This design comes from an exercise in tuning for small area on the open sky130 flow, not from production work.
Only the layout flow was run in this run; the RTL was not checked for function there.
No activity file was given, so power comes from the tool's default toggle rates.

File: design/flow/config.mk
export PLATFORM = sky130hd
export DESIGN_NAME = es51986_decoder
export DESIGN_NICKNAME = es51986_decoder
export VERILOG_FILES = /design/flow/design.v
export SDC_FILE = /design/flow/constraint.sdc
export NUM_CORES = 4
export LEC_CHECK = 0
export CAP_MARGIN = 20
export CORE_MARGIN = 2
export CORE_UTILIZATION = 60
export PLACE_DENSITY = 0.75
export SLEW_MARGIN = 20
export SYNTH_HIERARCHICAL = 1
export SYNTH_MINIMUM_KEEP_SIZE = 0
File: design/flow/constraint.sdc
create_clock -name core_clock -period 8.5 [get_ports {clk}]
set_input_delay 1.7000 -clock core_clock [delete_from_list [all_inputs] [get_ports {clk}]]
set_output_delay 1.7000 -clock core_clock [all_outputs]
set_load 0.01 [all_outputs]
File: design/flow/design.v
module g_a21o_1 (input wire A1, input wire A2, input wire B1, output wire X);
    assign X = (A1&A2) | (B1);
endmodule
module g_a221o_1 (input wire A1, input wire A2, input wire B1, input wire B2, input wire C1, output wire X);
    assign X = (B1&B2) | (A1&A2) | (C1);
endmodule
module g_a311oi_1 (input wire A1, input wire A2, input wire A3, input wire B1, input wire C1, output wire Y);
    assign Y = (!A1&!B1&!C1) | (!A2&!B1&!C1) | (!A3&!B1&!C1);
endmodule
module g_a31oi_1 (input wire A1, input wire A2, input wire A3, input wire B1, output wire Y);
    assign Y = (!A1&!B1) | (!A2&!B1) | (!A3&!B1);
endmodule
module g_a32oi_1 (input wire A1, input wire A2, input wire A3, input wire B1, input wire B2, output wire Y);
    assign Y = (!A1&!B1) | (!A1&!B2) | (!A2&!B1) | (!A3&!B1) | (!A2&!B2) | (!A3&!B2);
endmodule
module g_and2_1 (input wire A, input wire B, output wire X);
    assign X = (A&B);
endmodule
module g_and3_1 (input wire A, input wire B, input wire C, output wire X);
    assign X = (A&B&C);
endmodule
module g_and4_1 (input wire A, input wire B, input wire C, input wire D, output wire X);
    assign X = (A&B&C&D);
endmodule
module g_buf_1 (input wire A, output wire X);
    assign X = (A);
endmodule
module g_inv_1 (input wire A, output wire Y);
    assign Y = (!A);
endmodule
module g_nand2_1 (input wire A, input wire B, output wire Y);
    assign Y = (!A) | (!B);
endmodule
module g_nand2b_1 (input wire A_N, input wire B, output wire Y);
    assign Y = (A_N) | (!B);
endmodule
module g_nand3_1 (input wire A, input wire B, input wire C, output wire Y);
    assign Y = (!A) | (!B) | (!C);
endmodule
module g_nand3b_1 (input wire A_N, input wire B, input wire C, output wire Y);
    assign Y = (A_N) | (!B) | (!C);
endmodule
module g_nand4_1 (input wire A, input wire B, input wire C, input wire D, output wire Y);
    assign Y = (!A) | (!B) | (!C) | (!D);
endmodule
module g_nor2_1 (input wire A, input wire B, output wire Y);
    assign Y = (!A&!B);
endmodule
module g_o211a_1 (input wire A1, input wire A2, input wire B1, input wire C1, output wire X);
    assign X = (A1&B1&C1) | (A2&B1&C1);
endmodule
module g_o21ai_1 (input wire A1, input wire A2, input wire B1, output wire Y);
    assign Y = (!A1&!A2) | (!B1);
endmodule
module g_o22a_1 (input wire A1, input wire A2, input wire B1, input wire B2, output wire X);
    assign X = (A1&B1) | (A2&B1) | (A1&B2) | (A2&B2);
endmodule
module g_o22ai_1 (input wire A1, input wire A2, input wire B1, input wire B2, output wire Y);
    assign Y = (!B1&!B2) | (!A1&!A2);
endmodule
module g_o311a_1 (input wire A1, input wire A2, input wire A3, input wire B1, input wire C1, output wire X);
    assign X = (A1&B1&C1) | (A2&B1&C1) | (A3&B1&C1);
endmodule
module g_or2_1 (input wire A, input wire B, output wire X);
    assign X = (A) | (B);
endmodule
module g_or3_1 (input wire A, input wire B, input wire C, output wire X);
    assign X = (A) | (B) | (C);
endmodule
module g_xnor2_1 (input wire A, input wire B, output wire Y);
    assign Y = (!A&!B) | (A&B);
endmodule
module es_frame_decode (
    input  wire [3:0] len,
    input  wire [71:0] frame,
    output wire is_err,
    output wire [29:0] payload
);
    wire n2, n3, n4, n5, n6, n7, n8, n9, n10, n11, n12, n13, n14, n15, n16, n17, n18, n19, n20, n21, n22, n23, n24, n25, n26, n27, n28, n29, n30, n31, n32, n33, n34, n35, n36, n37, n38, n39, n40, n41, n42, n43, n44, n45, n46, n47, n48, n49, n50, n51, n52, n53, n54, n55, n56, n57, n71, n72, n73, n78, n79, n80, n81, n82, n83, n84, n85, n86, n87, n88, n89, n90, n91, n92, n93, n94, n95, n96, n97, n98, n99, n100, n101, n102, n103, n104, n105, n106, n107, n108, n109, n110, n111, n112, n113, n114, n115, n116, n117, n118, n119, n120, n121, n122, n123, n124, n125, n126, n127, n128, n129, n130, n131, n132, n133, n134, n135, n136, n137, n138, n139, n140, n141, n142, n143, n144, n145, n146, n147, n148, n149, n150, n151, n152, n153, n154, n155, n156, n157, n158, n159, n160, n161, n162, n163, n164, n165, n166, n167, n168, n169, n170, n171, n172, n173, n174, n175, n176, n177, n178, n179, n180, n181, n182, n183, n184, n185, n186, n187, n188, n189, n190, n191, n192, n193, n194, n195, n196, n197, n198, n199, n200, n201, n202, n203, n204, n205;
    assign n2 = len[0];
    assign n3 = len[1];
    assign n4 = len[2];
    assign n5 = len[3];
    assign n6 = frame[0];
    assign n7 = frame[1];
    assign n8 = frame[2];
    assign n9 = frame[3];
    assign n10 = frame[4];
    assign n11 = frame[5];
    assign n12 = frame[6];
    assign n13 = frame[7];
    assign n14 = frame[8];
    assign n15 = frame[9];
    assign n16 = frame[10];
    assign n17 = frame[11];
    assign n18 = frame[12];
    assign n19 = frame[13];
    assign n20 = frame[14];
    assign n21 = frame[15];
    assign n22 = frame[16];
    assign n23 = frame[17];
    assign n24 = frame[18];
    assign n25 = frame[19];
    assign n26 = frame[20];
    assign n27 = frame[21];
    assign n28 = frame[22];
    assign n29 = frame[23];
    assign n30 = frame[24];
    assign n31 = frame[25];
    assign n32 = frame[26];
    assign n33 = frame[27];
    assign n34 = frame[28];
    assign n35 = frame[29];
    assign n36 = frame[30];
    assign n37 = frame[31];
    assign n38 = frame[32];
    assign n39 = frame[33];
    assign n40 = frame[34];
    assign n41 = frame[35];
    assign n42 = frame[36];
    assign n43 = frame[37];
    assign n44 = frame[38];
    assign n45 = frame[39];
    assign n46 = frame[40];
    assign n47 = frame[41];
    assign n48 = frame[42];
    assign n49 = frame[43];
    assign n50 = frame[44];
    assign n51 = frame[45];
    assign n52 = frame[46];
    assign n53 = frame[47];
    assign n54 = frame[48];
    assign n55 = frame[49];
    assign n56 = frame[50];
    assign n57 = frame[51];
    assign n58 = frame[52];
    assign n59 = frame[53];
    assign n60 = frame[54];
    assign n61 = frame[55];
    assign n62 = frame[56];
    assign n63 = frame[57];
    assign n64 = frame[58];
    assign n65 = frame[59];
    assign n66 = frame[60];
    assign n67 = frame[61];
    assign n68 = frame[62];
    assign n69 = frame[63];
    assign n70 = frame[64];
    assign n71 = frame[65];
    assign n72 = frame[66];
    assign n73 = frame[67];
    assign n74 = frame[68];
    assign n75 = frame[69];
    assign n76 = frame[70];
    assign n77 = frame[71];
    assign is_err = n78;
    assign payload[0] = n79;
    assign payload[1] = n80;
    assign payload[2] = n81;
    assign payload[3] = n82;
    assign payload[4] = n83;
    assign payload[5] = n84;
    assign payload[6] = n85;
    assign payload[7] = n86;
    assign payload[8] = n87;
    assign payload[9] = n88;
    assign payload[10] = n89;
    assign payload[11] = n90;
    assign payload[12] = n91;
    assign payload[13] = n92;
    assign payload[14] = n93;
    assign payload[15] = n94;
    assign payload[16] = n95;
    assign payload[17] = n96;
    assign payload[18] = n97;
    assign payload[19] = n98;
    assign payload[20] = n99;
    assign payload[21] = n100;
    assign payload[22] = n101;
    assign payload[23] = n102;
    assign payload[24] = n103;
    assign payload[25] = n104;
    assign payload[26] = n105;
    assign payload[27] = n106;
    assign payload[28] = n107;
    assign payload[29] = n108;
    g_inv_1 u0 (.A(n46), .Y(n109));
    g_nor2_1 u1 (.A(n49), .B(n109), .Y(n110));
    g_nor2_1 u2 (.A(n53), .B(n52), .Y(n111));
    g_nand3_1 u3 (.A(n111), .B(n50), .C(n51), .Y(n112));
    g_a31oi_1 u4 (.A1(n110), .A2(n47), .A3(n48), .B1(n112), .Y(n113));
    g_inv_1 u5 (.A(n113), .Y(n114));
    g_o21ai_1 u6 (.A1(n23), .A2(n24), .B1(n25), .Y(n115));
    g_nor2_1 u7 (.A(n29), .B(n28), .Y(n116));
    g_nand4_1 u8 (.A(n115), .B(n26), .C(n27), .D(n116), .Y(n117));
    g_o21ai_1 u9 (.A1(n15), .A2(n16), .B1(n17), .Y(n118));
    g_nor2_1 u10 (.A(n21), .B(n20), .Y(n119));
    g_nand4_1 u11 (.A(n118), .B(n18), .C(n19), .D(n119), .Y(n120));
    g_nor2_1 u12 (.A(n4), .B(n3), .Y(n121));
    g_nand3_1 u13 (.A(n121), .B(n5), .C(n2), .Y(n122));
    g_nor2_1 u14 (.A(n9), .B(n12), .Y(n123));
    g_nand2_1 u15 (.A(n123), .B(n10), .Y(n124));
    g_a31oi_1 u16 (.A1(n6), .A2(n7), .A3(n8), .B1(n13), .Y(n125));
    g_nand2_1 u17 (.A(n125), .B(n11), .Y(n126));
    g_nor2_1 u18 (.A(n124), .B(n126), .Y(n127));
    g_inv_1 u19 (.A(n127), .Y(n128));
    g_nor2_1 u20 (.A(n122), .B(n128), .Y(n129));
    g_inv_1 u21 (.A(n129), .Y(n130));
    g_nor2_1 u22 (.A(n120), .B(n130), .Y(n131));
    g_inv_1 u23 (.A(n131), .Y(n132));
    g_nor2_1 u24 (.A(n117), .B(n132), .Y(n133));
    g_o21ai_1 u25 (.A1(n32), .A2(n31), .B1(n33), .Y(n134));
    g_nor2_1 u26 (.A(n37), .B(n36), .Y(n135));
    g_and4_1 u27 (.A(n134), .B(n34), .C(n135), .D(n35), .X(n136));
    g_nand2_1 u28 (.A(n133), .B(n136), .Y(n137));
    g_inv_1 u29 (.A(n137), .Y(n138));
    g_o21ai_1 u30 (.A1(n39), .A2(n40), .B1(n41), .Y(n139));
    g_nor2_1 u31 (.A(n45), .B(n44), .Y(n140));
    g_nand4_1 u32 (.A(n139), .B(n42), .C(n43), .D(n140), .Y(n141));
    g_inv_1 u33 (.A(n141), .Y(n142));
    g_nand2_1 u34 (.A(n138), .B(n142), .Y(n143));
    g_nor2_1 u35 (.A(n114), .B(n143), .Y(n144));
    g_inv_1 u36 (.A(n144), .Y(n78));
    g_and2_1 u37 (.A(n144), .B(n72), .X(n107));
    g_and2_1 u38 (.A(n144), .B(n73), .X(n106));
    g_and2_1 u39 (.A(n144), .B(n54), .X(n105));
    g_and2_1 u40 (.A(n144), .B(n55), .X(n104));
    g_and2_1 u41 (.A(n144), .B(n56), .X(n103));
    g_and2_1 u42 (.A(n144), .B(n57), .X(n102));
    g_o311a_1 u43 (.A1(n47), .A2(n49), .A3(n48), .B1(n109), .C1(n144), .X(n101));
    g_o21ai_1 u44 (.A1(n47), .A2(n46), .B1(n48), .Y(n145));
    g_nand2_1 u45 (.A(n47), .B(n46), .Y(n146));
    g_a31oi_1 u46 (.A1(n145), .A2(n49), .A3(n146), .B1(n110), .Y(n147));
    g_nor2_1 u47 (.A(n147), .B(n78), .Y(n100));
    g_nor2_1 u48 (.A(n47), .B(n49), .Y(n148));
    g_o211a_1 u49 (.A1(n48), .A2(n109), .B1(n47), .C1(n49), .X(n149));
    g_nor2_1 u50 (.A(n148), .B(n149), .Y(n150));
    g_nor2_1 u51 (.A(n150), .B(n78), .Y(n99));
    g_nand2_1 u52 (.A(n146), .B(n48), .Y(n151));
    g_nor2_1 u53 (.A(n47), .B(n46), .Y(n152));
    g_nor2_1 u54 (.A(n152), .B(n110), .Y(n153));
    g_xnor2_1 u55 (.A(n151), .B(n153), .Y(n154));
    g_nor2_1 u56 (.A(n154), .B(n78), .Y(n98));
    g_and2_1 u57 (.A(n144), .B(n17), .X(n97));
    g_and2_1 u58 (.A(n144), .B(n16), .X(n96));
    g_and2_1 u59 (.A(n144), .B(n15), .X(n95));
    g_and2_1 u60 (.A(n144), .B(n14), .X(n94));
    g_and2_1 u61 (.A(n144), .B(n25), .X(n93));
    g_and2_1 u62 (.A(n144), .B(n24), .X(n92));
    g_and2_1 u63 (.A(n144), .B(n23), .X(n91));
    g_and2_1 u64 (.A(n144), .B(n22), .X(n90));
    g_inv_1 u65 (.A(n33), .Y(n155));
    g_nor2_1 u66 (.A(n155), .B(n78), .Y(n89));
    g_nor2_1 u67 (.A(n113), .B(n143), .Y(n156));
    g_inv_1 u68 (.A(n122), .Y(n157));
    g_a32oi_1 u69 (.A1(n133), .A2(n44), .A3(n136), .B1(n12), .B2(n157), .Y(n158));
    g_nand2_1 u70 (.A(n129), .B(n20), .Y(n159));
    g_inv_1 u71 (.A(n120), .Y(n160));
    g_a32oi_1 u72 (.A1(n28), .A2(n160), .A3(n129), .B1(n133), .B2(n36), .Y(n161));
    g_nand3_1 u73 (.A(n158), .B(n159), .C(n161), .Y(n162));
    g_a221o_1 u74 (.A1(n144), .A2(n31), .B1(n156), .B2(n52), .C1(n162), .X(n87));
    g_nand2b_1 u75 (.A_N(n136), .B(n133), .Y(n163));
    g_inv_1 u76 (.A(n163), .Y(n164));
    g_nor2_1 u77 (.A(n142), .B(n137), .Y(n165));
    g_nor2_1 u78 (.A(n160), .B(n130), .Y(n166));
    g_nand2_1 u79 (.A(n166), .B(n19), .Y(n167));
    g_and3_1 u80 (.A(n129), .B(n117), .C(n160), .X(n168));
    g_nand2_1 u81 (.A(n168), .B(n27), .Y(n169));
    g_nor2_1 u82 (.A(n122), .B(n127), .Y(n170));
    g_nand2_1 u83 (.A(n170), .B(n11), .Y(n171));
    g_nand3_1 u84 (.A(n167), .B(n169), .C(n171), .Y(n172));
    g_a221o_1 u85 (.A1(n164), .A2(n35), .B1(n165), .B2(n43), .C1(n172), .X(n173));
    g_a221o_1 u86 (.A1(n144), .A2(n30), .B1(n156), .B2(n51), .C1(n173), .X(n86));
    g_nand2_1 u87 (.A(n165), .B(n42), .Y(n174));
    g_nand2_1 u88 (.A(n164), .B(n34), .Y(n175));
    g_nand2_1 u89 (.A(n168), .B(n26), .Y(n176));
    g_a32oi_1 u90 (.A1(n129), .A2(n18), .A3(n120), .B1(n10), .B2(n170), .Y(n177));
    g_nand4_1 u91 (.A(n174), .B(n175), .C(n176), .D(n177), .Y(n178));
    g_a221o_1 u92 (.A1(n144), .A2(n41), .B1(n156), .B2(n50), .C1(n178), .X(n85));
    g_nand2_1 u93 (.A(n166), .B(n17), .Y(n179));
    g_nand2_1 u94 (.A(n168), .B(n25), .Y(n180));
    g_nand2_1 u95 (.A(n122), .B(n5), .Y(n181));
    g_nand2_1 u96 (.A(n170), .B(n9), .Y(n182));
    g_nand4_1 u97 (.A(n179), .B(n180), .C(n181), .D(n182), .Y(n183));
    g_a221o_1 u98 (.A1(n164), .A2(n33), .B1(n165), .B2(n41), .C1(n183), .X(n184));
    g_a221o_1 u99 (.A1(n40), .A2(n144), .B1(n49), .B2(n156), .C1(n184), .X(n84));
    g_a21o_1 u100 (.A1(n170), .A2(n8), .B1(n4), .X(n185));
    g_a221o_1 u101 (.A1(n168), .A2(n24), .B1(n166), .B2(n16), .C1(n185), .X(n186));
    g_a221o_1 u102 (.A1(n164), .A2(n32), .B1(n165), .B2(n40), .C1(n186), .X(n187));
    g_a221o_1 u103 (.A1(n39), .A2(n144), .B1(n48), .B2(n156), .C1(n187), .X(n83));
    g_a21o_1 u104 (.A1(n170), .A2(n7), .B1(n3), .X(n188));
    g_a221o_1 u105 (.A1(n168), .A2(n23), .B1(n166), .B2(n15), .C1(n188), .X(n189));
    g_a221o_1 u106 (.A1(n164), .A2(n31), .B1(n165), .B2(n39), .C1(n189), .X(n190));
    g_a221o_1 u107 (.A1(n47), .A2(n156), .B1(n38), .B2(n144), .C1(n190), .X(n82));
    g_nand2_1 u108 (.A(n166), .B(n14), .Y(n191));
    g_nand2_1 u109 (.A(n168), .B(n22), .Y(n192));
    g_nand2_1 u110 (.A(n170), .B(n6), .Y(n193));
    g_nand2_1 u111 (.A(n122), .B(n2), .Y(n194));
    g_nand4_1 u112 (.A(n191), .B(n192), .C(n193), .D(n194), .Y(n195));
    g_a221o_1 u113 (.A1(n164), .A2(n30), .B1(n165), .B2(n38), .C1(n195), .X(n196));
    g_a221o_1 u114 (.A1(n8), .A2(n144), .B1(n46), .B2(n156), .C1(n196), .X(n81));
    g_or3_1 u115 (.A(n168), .B(n166), .C(n164), .X(n197));
    g_nor2_1 u116 (.A(n165), .B(n197), .Y(n198));
    g_a31oi_1 u117 (.A1(n7), .A2(n136), .A3(n133), .B1(n156), .Y(n199));
    g_nand2_1 u118 (.A(n198), .B(n199), .Y(n80));
    g_nand2_1 u119 (.A(n144), .B(n6), .Y(n200));
    g_nand3b_1 u120 (.A_N(n170), .B(n198), .C(n200), .Y(n79));
    g_and2_1 u121 (.A(n144), .B(n71), .X(n108));
    g_nand2_1 u122 (.A(n165), .B(n45), .Y(n201));
    g_nand2_1 u123 (.A(n164), .B(n37), .Y(n202));
    g_nand2_1 u124 (.A(n168), .B(n29), .Y(n203));
    g_a32oi_1 u125 (.A1(n129), .A2(n21), .A3(n120), .B1(n13), .B2(n170), .Y(n204));
    g_nand4_1 u126 (.A(n201), .B(n202), .C(n203), .D(n204), .Y(n205));
    g_a221o_1 u127 (.A1(n144), .A2(n32), .B1(n156), .B2(n53), .C1(n205), .X(n88));
endmodule
module es_resolver (
    input  wire [2:0] range_i,
    input  wire [3:0] func_i,
    input  wire [15:0] digits,
    output wire valid,
    output wire [1:0] place,
    output wire [2:0] prefix,
    output wire [2:0] base,
    output wire [2:0] len,
    output wire [39:0] text
);
    wire n2, n3, n4, n5, n6, n7, n8, n9, n10, n11, n12, n13, n14, n15, n16, n17, n18, n19, n20, n21, n22, n23, n24, n25, n26, n27, n28, n29, n30, n31, n32, n33, n34, n35, n36, n37, n38, n39, n40, n41, n42, n43, n44, n45, n46, n47, n48, n49, n50, n51, n52, n53, n54, n55, n56, n57, n58, n59, n60, n61, n62, n63, n64, n65, n66, n67, n68, n69, n70, n71, n72, n73, n74, n75, n76, n77, n78, n79, n80, n81, n82, n83, n84, n85, n86, n87, n88, n89, n90, n91, n92, n93, n94, n95, n96, n97, n98, n99, n100, n101, n102, n103, n104, n105, n106, n107, n108, n109, n110, n111, n112, n113, n114, n115, n116, n117, n118, n119, n120, n121, n122, n123, n124, n125, n126, n127, n128, n129, n130, n131, n132, n133, n134, n135, n136, n137, n138, n139, n140, n141, n142, n143, n144, n145, n146, n147, n148, n149, n150, n151, n152, n153, n154, n155, n156, n157, n158, n159, n160, n161, n162, n163, n164, n165, n166, n167, n168, n169, n170, n171, n172, n173, n174, n175, n176, n177, n178, n179, n180, n181, n182, n183, n184, n185, n186, n187;
    assign n2 = range_i[0];
    assign n3 = range_i[1];
    assign n4 = range_i[2];
    assign n5 = func_i[0];
    assign n6 = func_i[1];
    assign n7 = func_i[2];
    assign n8 = func_i[3];
    assign n9 = digits[0];
    assign n10 = digits[1];
    assign n11 = digits[2];
    assign n12 = digits[3];
    assign n13 = digits[4];
    assign n14 = digits[5];
    assign n15 = digits[6];
    assign n16 = digits[7];
    assign n17 = digits[8];
    assign n18 = digits[9];
    assign n19 = digits[10];
    assign n20 = digits[11];
    assign n21 = digits[12];
    assign n22 = digits[13];
    assign n23 = digits[14];
    assign n24 = digits[15];
    assign valid = n25;
    assign place[0] = n26;
    assign place[1] = n27;
    assign prefix[0] = n28;
    assign prefix[1] = n29;
    assign prefix[2] = n30;
    assign base[0] = n31;
    assign base[1] = n32;
    assign base[2] = n33;
    assign len[0] = n34;
    assign len[1] = n35;
    assign len[2] = n36;
    assign text[0] = n37;
    assign text[1] = n38;
    assign text[2] = n39;
    assign text[3] = n40;
    assign text[4] = n25;
    assign text[5] = n25;
    assign text[6] = 1'b0;
    assign text[7] = 1'b0;
    assign text[8] = n41;
    assign text[9] = n42;
    assign text[10] = n43;
    assign text[11] = n44;
    assign text[12] = n45;
    assign text[13] = n46;
    assign text[14] = 1'b0;
    assign text[15] = 1'b0;
    assign text[16] = n47;
    assign text[17] = n48;
    assign text[18] = n49;
    assign text[19] = n50;
    assign text[20] = n51;
    assign text[21] = n52;
    assign text[22] = 1'b0;
    assign text[23] = 1'b0;
    assign text[24] = n53;
    assign text[25] = n54;
    assign text[26] = n55;
    assign text[27] = n56;
    assign text[28] = n57;
    assign text[29] = n58;
    assign text[30] = 1'b0;
    assign text[31] = 1'b0;
    assign text[32] = n59;
    assign text[33] = n60;
    assign text[34] = n61;
    assign text[35] = n62;
    assign text[36] = n63;
    assign text[37] = n63;
    assign text[38] = 1'b0;
    assign text[39] = 1'b0;
    g_inv_1 u0 (.A(n8), .Y(n64));
    g_inv_1 u1 (.A(n5), .Y(n65));
    g_nor2_1 u2 (.A(n6), .B(n65), .Y(n66));
    g_inv_1 u3 (.A(n66), .Y(n67));
    g_nor2_1 u4 (.A(n7), .B(n67), .Y(n68));
    g_inv_1 u5 (.A(n68), .Y(n69));
    g_nor2_1 u6 (.A(n64), .B(n69), .Y(n33));
    g_nor2_1 u7 (.A(n4), .B(n2), .Y(n70));
    g_nand2_1 u8 (.A(n4), .B(n2), .Y(n71));
    g_inv_1 u9 (.A(n3), .Y(n72));
    g_nand2_1 u10 (.A(n71), .B(n72), .Y(n73));
    g_or2_1 u11 (.A(n70), .B(n73), .X(n74));
    g_nand2_1 u12 (.A(n33), .B(n74), .Y(n75));
    g_nor2_1 u13 (.A(n4), .B(n3), .Y(n76));
    g_inv_1 u14 (.A(n76), .Y(n77));
    g_nor2_1 u15 (.A(n8), .B(n77), .Y(n78));
    g_nor2_1 u16 (.A(n7), .B(n5), .Y(n79));
    g_nand3_1 u17 (.A(n78), .B(n6), .C(n79), .Y(n80));
    g_nand2b_1 u18 (.A_N(n6), .B(n79), .Y(n81));
    g_inv_1 u19 (.A(n81), .Y(n82));
    g_nand2_1 u20 (.A(n82), .B(n8), .Y(n83));
    g_nand2_1 u21 (.A(n80), .B(n83), .Y(n84));
    g_o21ai_1 u22 (.A1(n72), .A2(n70), .B1(n73), .Y(n85));
    g_nand3_1 u23 (.A(n74), .B(n71), .C(n85), .Y(n86));
    g_nand2_1 u24 (.A(n84), .B(n86), .Y(n87));
    g_nand3_1 u25 (.A(n66), .B(n64), .C(n7), .Y(n88));
    g_inv_1 u26 (.A(n88), .Y(n89));
    g_nand2_1 u27 (.A(n89), .B(n85), .Y(n90));
    g_nand3_1 u28 (.A(n75), .B(n87), .C(n90), .Y(n91));
    g_nor2_1 u29 (.A(n3), .B(n2), .Y(n92));
    g_inv_1 u30 (.A(n92), .Y(n93));
    g_a31oi_1 u31 (.A1(n93), .A2(n64), .A3(n4), .B1(n81), .Y(n31));
    g_nand2_1 u32 (.A(n31), .B(n64), .Y(n94));
    g_o21ai_1 u33 (.A1(n7), .A2(n65), .B1(n6), .Y(n95));
    g_nand3_1 u34 (.A(n78), .B(n67), .C(n95), .Y(n96));
    g_nand2_1 u35 (.A(n94), .B(n96), .Y(n97));
    g_inv_1 u36 (.A(n97), .Y(n98));
    g_o21ai_1 u37 (.A1(n69), .A2(n77), .B1(n98), .Y(n99));
    g_inv_1 u38 (.A(n2), .Y(n100));
    g_and2_1 u39 (.A(n99), .B(n100), .X(n101));
    g_nor2_1 u40 (.A(n91), .B(n101), .Y(n102));
    g_inv_1 u41 (.A(n102), .Y(n26));
    g_nand2_1 u42 (.A(n33), .B(n85), .Y(n103));
    g_nand2_1 u43 (.A(n84), .B(n74), .Y(n104));
    g_and3_1 u44 (.A(n103), .B(n96), .C(n104), .X(n105));
    g_nand2_1 u45 (.A(n86), .B(n89), .Y(n106));
    g_nand2_1 u46 (.A(n105), .B(n106), .Y(n27));
    g_nor2_1 u47 (.A(n27), .B(n26), .Y(n107));
    g_inv_1 u48 (.A(n107), .Y(n108));
    g_nor2_1 u49 (.A(n99), .B(n108), .Y(n109));
    g_inv_1 u50 (.A(n109), .Y(n25));
    g_inv_1 u51 (.A(n9), .Y(n110));
    g_nor2_1 u52 (.A(n22), .B(n21), .Y(n111));
    g_inv_1 u53 (.A(n24), .Y(n112));
    g_inv_1 u54 (.A(n23), .Y(n113));
    g_nand3_1 u55 (.A(n111), .B(n112), .C(n113), .Y(n114));
    g_inv_1 u56 (.A(n27), .Y(n115));
    g_nor2_1 u57 (.A(n115), .B(n102), .Y(n116));
    g_nor2_1 u58 (.A(n114), .B(n116), .Y(n117));
    g_nor2_1 u59 (.A(n117), .B(n109), .Y(n118));
    g_nor2_1 u60 (.A(n115), .B(n117), .Y(n119));
    g_inv_1 u61 (.A(n119), .Y(n120));
    g_o21ai_1 u62 (.A1(n27), .A2(n118), .B1(n120), .Y(n121));
    g_inv_1 u63 (.A(n116), .Y(n122));
    g_and2_1 u64 (.A(n121), .B(n122), .X(n123));
    g_inv_1 u65 (.A(n17), .Y(n124));
    g_inv_1 u66 (.A(n18), .Y(n125));
    g_inv_1 u67 (.A(n20), .Y(n126));
    g_inv_1 u68 (.A(n19), .Y(n127));
    g_nand4_1 u69 (.A(n124), .B(n125), .C(n126), .D(n127), .Y(n128));
    g_nor2_1 u70 (.A(n128), .B(n114), .Y(n129));
    g_inv_1 u71 (.A(n129), .Y(n130));
    g_nor2_1 u72 (.A(n130), .B(n27), .Y(n131));
    g_inv_1 u73 (.A(n131), .Y(n132));
    g_nor2_1 u74 (.A(n26), .B(n132), .Y(n133));
    g_nor2_1 u75 (.A(n133), .B(n109), .Y(n52));
    g_nor2_1 u76 (.A(n129), .B(n107), .Y(n134));
    g_inv_1 u77 (.A(n134), .Y(n135));
    g_nand3_1 u78 (.A(n123), .B(n52), .C(n135), .Y(n136));
    g_inv_1 u79 (.A(n13), .Y(n137));
    g_o22a_1 u80 (.A1(n124), .A2(n122), .B1(n137), .B2(n121), .X(n138));
    g_o21ai_1 u81 (.A1(n110), .A2(n136), .B1(n138), .Y(n47));
    g_nand2_1 u82 (.A(n123), .B(n135), .Y(n58));
    g_nor2_1 u83 (.A(n107), .B(n117), .Y(n63));
    g_inv_1 u84 (.A(n63), .Y(n139));
    g_nand2_1 u85 (.A(n58), .B(n139), .Y(n140));
    g_o22ai_1 u86 (.A1(n137), .A2(n120), .B1(n110), .B2(n140), .Y(n53));
    g_inv_1 u87 (.A(n11), .Y(n141));
    g_nor2_1 u88 (.A(n141), .B(n139), .Y(n61));
    g_inv_1 u89 (.A(n10), .Y(n142));
    g_nor2_1 u90 (.A(n142), .B(n139), .Y(n60));
    g_nor2_1 u91 (.A(n110), .B(n139), .Y(n59));
    g_inv_1 u92 (.A(n15), .Y(n143));
    g_nor2_1 u93 (.A(n14), .B(n16), .Y(n144));
    g_and4_1 u94 (.A(n133), .B(n137), .C(n143), .D(n144), .X(n145));
    g_nor2_1 u95 (.A(n109), .B(n145), .Y(n46));
    g_nand2_1 u96 (.A(n46), .B(n133), .Y(n146));
    g_nand2_1 u97 (.A(n136), .B(n146), .Y(n35));
    g_nand2_1 u98 (.A(n145), .B(n99), .Y(n147));
    g_nand3_1 u99 (.A(n136), .B(n139), .C(n147), .Y(n34));
    g_nor2_1 u100 (.A(n143), .B(n132), .Y(n148));
    g_inv_1 u101 (.A(n117), .Y(n149));
    g_o21ai_1 u102 (.A1(n127), .A2(n149), .B1(n113), .Y(n150));
    g_o21ai_1 u103 (.A1(n148), .A2(n150), .B1(n25), .Y(n151));
    g_o21ai_1 u104 (.A1(n141), .A2(n147), .B1(n151), .Y(n39));
    g_a21o_1 u105 (.A1(n131), .A2(n14), .B1(n22), .X(n152));
    g_nor2_1 u106 (.A(n125), .B(n149), .Y(n153));
    g_o21ai_1 u107 (.A1(n152), .A2(n153), .B1(n25), .Y(n154));
    g_o21ai_1 u108 (.A1(n142), .A2(n147), .B1(n154), .Y(n38));
    g_nand2_1 u109 (.A(n145), .B(n9), .Y(n155));
    g_a31oi_1 u110 (.A1(n115), .A2(n13), .A3(n129), .B1(n21), .Y(n156));
    g_nand2_1 u111 (.A(n117), .B(n17), .Y(n157));
    g_a31oi_1 u112 (.A1(n155), .A2(n156), .A3(n157), .B1(n109), .Y(n37));
    g_nand4_1 u113 (.A(n25), .B(n115), .C(n130), .D(n117), .Y(n158));
    g_nand2_1 u114 (.A(n118), .B(n122), .Y(n159));
    g_o22a_1 u115 (.A1(n137), .A2(n158), .B1(n124), .B2(n159), .X(n160));
    g_o21ai_1 u116 (.A1(n110), .A2(n146), .B1(n160), .Y(n41));
    g_o21ai_1 u117 (.A1(n15), .A2(n115), .B1(n63), .Y(n161));
    g_o21ai_1 u118 (.A1(n141), .A2(n140), .B1(n161), .Y(n55));
    g_o21ai_1 u119 (.A1(n14), .A2(n115), .B1(n63), .Y(n162));
    g_o21ai_1 u120 (.A1(n142), .A2(n140), .B1(n162), .Y(n54));
    g_inv_1 u121 (.A(n136), .Y(n163));
    g_o22ai_1 u122 (.A1(n127), .A2(n122), .B1(n143), .B2(n121), .Y(n164));
    g_a221o_1 u123 (.A1(n134), .A2(n123), .B1(n163), .B2(n11), .C1(n164), .X(n49));
    g_inv_1 u124 (.A(n14), .Y(n165));
    g_o22ai_1 u125 (.A1(n125), .A2(n122), .B1(n165), .B2(n121), .Y(n166));
    g_a221o_1 u126 (.A1(n134), .A2(n123), .B1(n163), .B2(n10), .C1(n166), .X(n48));
    g_nor2_1 u127 (.A(n127), .B(n159), .Y(n167));
    g_o22ai_1 u128 (.A1(n143), .A2(n158), .B1(n141), .B2(n146), .Y(n168));
    g_and3_1 u129 (.A(n159), .B(n158), .C(n108), .X(n169));
    g_or3_1 u130 (.A(n167), .B(n168), .C(n169), .X(n43));
    g_nor2_1 u131 (.A(n142), .B(n146), .Y(n170));
    g_o22ai_1 u132 (.A1(n165), .A2(n158), .B1(n125), .B2(n159), .Y(n171));
    g_or3_1 u133 (.A(n170), .B(n171), .C(n169), .X(n42));
    g_inv_1 u134 (.A(n12), .Y(n172));
    g_inv_1 u135 (.A(n16), .Y(n173));
    g_nor2_1 u136 (.A(n173), .B(n132), .Y(n174));
    g_o21ai_1 u137 (.A1(n126), .A2(n149), .B1(n112), .Y(n175));
    g_o21ai_1 u138 (.A1(n174), .A2(n175), .B1(n25), .Y(n176));
    g_o21ai_1 u139 (.A1(n172), .A2(n147), .B1(n176), .Y(n40));
    g_nor2_1 u140 (.A(n126), .B(n159), .Y(n177));
    g_o22ai_1 u141 (.A1(n173), .A2(n158), .B1(n172), .B2(n146), .Y(n178));
    g_or3_1 u142 (.A(n177), .B(n178), .C(n169), .X(n44));
    g_o22ai_1 u143 (.A1(n126), .A2(n122), .B1(n173), .B2(n121), .Y(n179));
    g_a221o_1 u144 (.A1(n134), .A2(n123), .B1(n163), .B2(n12), .C1(n179), .X(n50));
    g_o21ai_1 u145 (.A1(n16), .A2(n115), .B1(n63), .Y(n180));
    g_o21ai_1 u146 (.A1(n172), .A2(n140), .B1(n180), .Y(n56));
    g_nor2_1 u147 (.A(n172), .B(n139), .Y(n62));
    g_nand3_1 u148 (.A(n146), .B(n159), .C(n158), .Y(n45));
    g_nand2_1 u149 (.A(n136), .B(n123), .Y(n51));
    g_nand2_1 u150 (.A(n140), .B(n115), .Y(n57));
    g_buf_1 u151 (.A(n58), .X(n36));
    g_nand2_1 u152 (.A(n83), .B(n88), .Y(n32));
    g_a311oi_1 u153 (.A1(n4), .A2(n3), .A3(n100), .B1(n69), .C1(n109), .Y(n30));
    g_nor2_1 u154 (.A(n2), .B(n72), .Y(n181));
    g_nand3_1 u155 (.A(n33), .B(n4), .C(n181), .Y(n182));
    g_nor2_1 u156 (.A(n2), .B(n88), .Y(n183));
    g_o21ai_1 u157 (.A1(n183), .A2(n84), .B1(n76), .Y(n184));
    g_nand3_1 u158 (.A(n182), .B(n184), .C(n98), .Y(n29));
    g_nand3b_1 u159 (.A_N(n4), .B(n184), .C(n32), .Y(n185));
    g_o21ai_1 u160 (.A1(n76), .A2(n181), .B1(n33), .Y(n186));
    g_nand3_1 u161 (.A(n82), .B(n4), .C(n92), .Y(n187));
    g_nand4_1 u162 (.A(n185), .B(n80), .C(n186), .D(n187), .Y(n28));
endmodule
module es51986_decoder (
    input  wire        clk,
    input  wire        rst,           
    input  wire        in_valid,
    input  wire [7:0]  in_byte,
    output wire        out_valid,
    output wire        out_is_err,
    output wire [29:0] out_payload,
    input  wire [2:0]  q_range,
    input  wire [3:0]  q_func,
    input  wire [15:0] q_digits,      
    output wire        res_valid,
    output wire [1:0]  res_place,
    output wire [2:0]  res_prefix,
    output wire [2:0]  res_base,
    output wire [2:0]  res_len,
    output wire [39:0] res_text
);
    localparam [7:0] CR = 8'h0D, LF = 8'h0A;
    reg        after_cr;     
    reg        ov;           
    reg [3:0]  olen;         
    reg [71:0] sr;           
    wire is_cr   = (in_byte == CR);
    wire is_lf   = (in_byte == LF);
    wire [3:0] cur_len = ov ? (olen[3] & olen[1] ? 4'd9 : 4'd0) : olen;
    wire       full    = cur_len[3] & cur_len[0];
    wire append = in_valid & !is_cr & !is_lf;
    always @(posedge clk) begin
        if (append)
            sr <= {sr[63:0], in_byte};
    end
    always @(posedge clk) begin
        if (rst) begin
            after_cr <= 1'b0;
            ov       <= 1'b0;
            olen     <= 4'd0;
        end else if (!in_valid) begin
            ov       <= 1'b0;
            olen     <= cur_len;
        end else if (is_cr) begin
            after_cr <= 1'b1;
            ov       <= 1'b1;
            olen     <= cur_len;
        end else if (is_lf) begin
            after_cr <= 1'b0;
            ov       <= !after_cr;
            olen     <= cur_len;
        end else begin
            after_cr <= 1'b0;
            ov       <= full;
            olen     <= full ? 4'd10 : cur_len + 4'd1;
        end
    end
    wire        dec_is_err;
    wire [29:0] dec_payload;
    es_frame_decode u_dec (
        .len(olen & {4{ov}}),
        .frame({sr[7:0], sr[15:8], sr[23:16], sr[31:24], sr[39:32],
                sr[47:40], sr[55:48], sr[63:56], sr[71:64]}),
        .is_err(dec_is_err), .payload(dec_payload)
    );
    assign out_valid   = ov;
    assign out_is_err  = ov & dec_is_err;
    assign out_payload = dec_payload;    
    reg [2:0]  qr;
    reg [3:0]  qf;
    reg [15:0] qd;
    always @(posedge clk) begin
        qr <= q_range;
        qf <= q_func;
        qd <= q_digits;
    end
    es_resolver u_res (
        .range_i(qr), .func_i(qf), .digits(qd),
        .valid(res_valid), .place(res_place), .prefix(res_prefix), .base(res_base),
        .len(res_len), .text(res_text)
    );
endmodule
File: design/flow/flow/run.sh
#!/bin/bash
# Standard ORFS layout with two changes: the port buffers are the smallest
# buffer cell, and clock tree synthesis adds no dummy loads and uses small
# clock buffers. Each tool's output is kept in orfs/logs; make's own output
# goes to standard.log.
set -euo pipefail
export BUFFER_PORTS_ARGS="-buffer_cell sky130_fd_sc_hd__buf_1"
export CTS_ARGS="-sink_clustering_enable -repair_clock_nets -dont_use_dummy_load -buf_list sky130_fd_sc_hd__clkbuf_8"
bash standard.sh finish > standard.log 2>&1
File: design/flow/standard.sh
#!/bin/bash
# synth_recipe.tcl (not shown) runs the flow's synth.tcl, then flattens the netlist and writes it again
# the make line also repeats each setting of config.mk as NAME=value (left out here)
make -C /OpenROAD-flow-scripts/flow DESIGN_CONFIG=/design/flow/config.mk WORK_HOME=/design/flow/orfs CLKGATE_MAP_FILE= SYNTH_SCRIPT=/design/flow/synth_recipe.tcl "${@:-finish}"
==> run_results.csv <==
group,metric,value,unit
status,status,"no timing/DRC/antenna violations",
layout,final_common_cell,"buf_1",
critical_path,path_max_fanout,8,
timing,hold_violations,0,
timing,finClkSkew,0.02997,ns
floorplan,die-area,9247,µm²
clocking,htreeDepth,3,
layout,drive_gt1_frac,0.02878,
timing,grt_setup_unrepaired,"no",
placed_design,gp_congestion,0.8984,
global_route,grt_pass1_vias,3411,
clocking,ctsResizeCount,0,
timing,fin_crit,5.551,ns
floorplan,die_y,96.16,µm
layout,n_antenna_cell,0,
synthesis,ys.flop_type,"edfxtp_1",
flow_run,cap_viol_max_count,0,
floorplan,io_pins,118,
placed_design,pre_cts_ws,3.451,ns
critical_path,slowest_delay,0.46,ns
detailed_routing,vias,3747,
timing,slew_headroom,0.4859,
global_route,grt_overflow_total,0,
layout,final_cell_mix,"buf_1, edfxtp_1, nor2_1",
min_path,min_path_type,"reg2reg",
power_and_ir_drop,power,0.9412,mW
synthesis,postSynthAreaPerCell,9.973,µm²
timing,fin_ws,2.949,ns
clocking,cts_tree,"yes",
timing,max_freq,0.1801,GHz
clocking,cts_hold_buf,0,
power_and_ir_drop,p_per_area,181.4,nW/µm²
power_and_ir_drop,leakage,2.036,nW
floorplan,start_util,0.6202,
clocking,cts_setup_buffers,0,
power_and_ir_drop,ir_worst_vdd,0.1009,mV
critical_path,cp_cell_sequence,"nor2_1 -> inv_1 -> nor2_1 -> nand3_1 -> nand2_1 -> inv_1 -> o21ai_1 -> and2_1 -> nor2_1 -> inv_1 -> nor2_1 -> inv_1 -> nor2_1 -> nor2_1 -> o21ai_1 -> and2_1 -> nand3_1 -> inv_1 -> a221o_1 -> buf_1",
placed_design,dp_hpwl,7820,µm
synthesis,ys_ff_latch,101,
critical_path,endpoint_kind,"output port",
critical_path,crit_buf_inv,6,
detailed_routing,routedWlPerCell,15.89,µm
synthesis,syn_area,5096,µm²
global_route,grt_usage,0.2242,
critical_path,start_kind,"flop",
synthesis,synth-edff-count,72,
critical_path,worstPathRequired,6.80,ns
clocking,cts_buffer_depth,2,
critical_path,crit_family,"simple AND/OR/NAND/NOR gates",
synthesis,synth_cells,511,
synthesis,synthDistinctLibCells,42,
floorplan,rows,33,
floorplan,die_w,96.16,µm
detailed_routing,viasPerCell,5.669,
clocking,cts_inserted_buffers,9,
detailed_routing,ant_nets,0,
layout,areaGrowthSynthToFinish,1.792,%
timing,hold-worst-slack,0.4286,ns
global_route,grt_pass1_wl,15860,µm
layout,fill_cells,685,
detailed_routing,routed_wl,10510,µm
floorplan,fp.coreArea,8217,µm²
synthesis,yosysWarnings,24,
timing,finalCritPeriodShare,0.6531,
global_route,antenna_found_initial,0,
placed_design,port_buffers,107,
synthesis,async_flop_share,0,
detailed_routing,drt_iter0_markers,335,
timing,finalSetupTns,0,ns
clocking,cts.sinks,101,
critical_path,crit_top_cell,"nor2_1",
clocking,cts-root-buf,"clkbuf_8",
detailed_routing,drc,0,
timing,worstMarginPinSlew,0.7712,ns
critical_path,worstPathArrival,3.85,ns
detailed_routing,dr.pass1.iters,5,
critical_path,cpMaxStageDelayCell,"dfxtp_1",
clocking,clkTransAtPathRegs,0.11,ns
layout,fin_nets,592,
clocking,clk-insertion-delay-late,0.36,ns
critical_path,path_class,"reg2out",
timing,setup_violations,0,
timing,slew_violations,0,
global_route,grt_max_degree,40,
synthesis,yosysSeqAreaShare,0.5382,
==> per-module statistics from Yosys (local to each module, per instance), excerpt <==
module,copies in the design,cells inside,flops+latches,area (µm²)
es51986_decoder,1,138,101,3013
es_resolver,1,52,0,386.6
g_a221o_1,18,1,0,10.01
g_a311oi_1,1,1,0,8.758
g_and4_1,2,1,0,8.758
g_nand4_1,10,1,0,6.256
g_nor2_1,62,1,0,3.754
g_o211a_1,1,1,0,10.01
g_o21ai_1,27,1,0,5.005
g_o22a_1,2,1,0,8.758
g_o22ai_1,7,1,0,6.256
g_o311a_1,1,1,0,10.01
g_xnor2_1,1,1,0,8.758
==> through the flow <==
step                utilization  std cells  instance area (µm²)
global route             0.6313        661                 5187
CTS                      0.6313        661                 5187
floorplan                     -        520                 5130
finish                   0.6313        661                 5187
global placement         0.6163        652                 5064
detailed placement       0.6163        652                 5064
==> report_power, final <==
part	internal, mW	switching [mW]
Clock	0.0954	0.137
Sequential	0.560	0.0195
Combinational	0.0419	0.0879
Total	0.697	0.244
==> cells in the mapped netlist, types with 2 or more instances <==
cell      instances  area [µm²]
nand4_1          10       62.56
dfxtp_1          29       580.6
and2_1           23       143.9
or3_1             4       25.02
nand2b_1          4       25.02
buf_4            82       615.6
o21ai_1          27       135.1
a221o_1          18       180.2
inv_1            50       187.7
and3_1            4       25.02
o22ai_1           7       43.79
edfxtp_1         72        2162
and4_1            3       26.28
a32oi_1           4       35.03
nand3_1          18       90.09
o21ai_0           2       10.01
a31oi_1           9       56.30
nor2_1           65       244.0
a21o_1            4       30.03
o22a_1            2       17.52
nand3b_1          2       15.01
a21oi_1           2       10.01
nand2_1          51       191.4
==> final timing paths <==
kind               from           end  slack, ns  depth (start not counted)
setup / recovery  qr[2]  res_text[18]       2.95                         20
hold / removal    sr[5]        sr[13]       0.43                          0
setup reg to reg     ov       olen[2]       6.89                          4
hold reg to reg   sr[5]        sr[13]       0.43                          0
==> state kept, by name, summed over array words and instances, names as in the netlist <==
register	flops
ov	1
after_cr	1
sr	72
qr	3
qd	16
qf	4
olen	4
==> per-layer routing <==
metal	GRT usage	wire, µm	part of all wire
met3	0.04385	744	0.071
met5	0	0	0
met2	0.3571	5188	0.49
met1	0.3083	4451	0.42
met4	0.07500	121	0.012
==> final cells by class <==
type                    instances  area [µm²]  share of cell area
flip-flops and latches        101        2743              0.5287
multi-input cells             287        1585              0.3056
repair buffers                109       416.7             0.08032
inverters                      50       187.7             0.03618
well taps                     105       131.4             0.02533
clock buffers                   9       123.9             0.02388
==> cell families (layout without fill, tap and decap cells) <==
family / count (synthesis) / after routing / share of synthesized area
XOR/XNOR: 1 / 1 / 0.001719
other: 1 / 10 / 0.0007359
buffers and inverters: 132 / 168 / 0.1576
AND/OR/NAND/NOR: 192 / 192 / 0.1800
flip-flops: 101 / 101 / 0.5382
AO/OA/AOI/OAI: 84 / 84 / 0.1218
==> worst register-to-register path: stages, from the launching register on <==
cell and delay, ns:
dfxtp_1 0.53, and2_1 0.29, a21o_1 0.24, o2111ai_1 0.14
a32o_1 0.28

-- what the ideal ports hide --
The flow's constraints put no driver on any port. The routed layout listed below was extracted and timed again, unchanged, in two steps. Step 1 sets driving cells, clkbuf_16 on the clock port and buf_2 on the other inputs (assumed; they add their load-dependent delay and slew). Step 2 moves the port delays by t, midway between the first and last clock arrival at a register: inputs arrive t later, outputs are due t later. That takes back most of the time a late clock gives input paths. Slacks: no drivers / after step 1 / after step 2; pairs: no drivers / after step 1.
t (ns): 0.370
slack for setup (ns): 2.949 / 2.916 / 3.286
worst hold slack (ns): 0.429 / 0.429 / 0.429
After both steps setup and hold are still met in this run. The setup slack of this run moves by -0.033 ns with the drivers and by +0.337 ns with both steps.
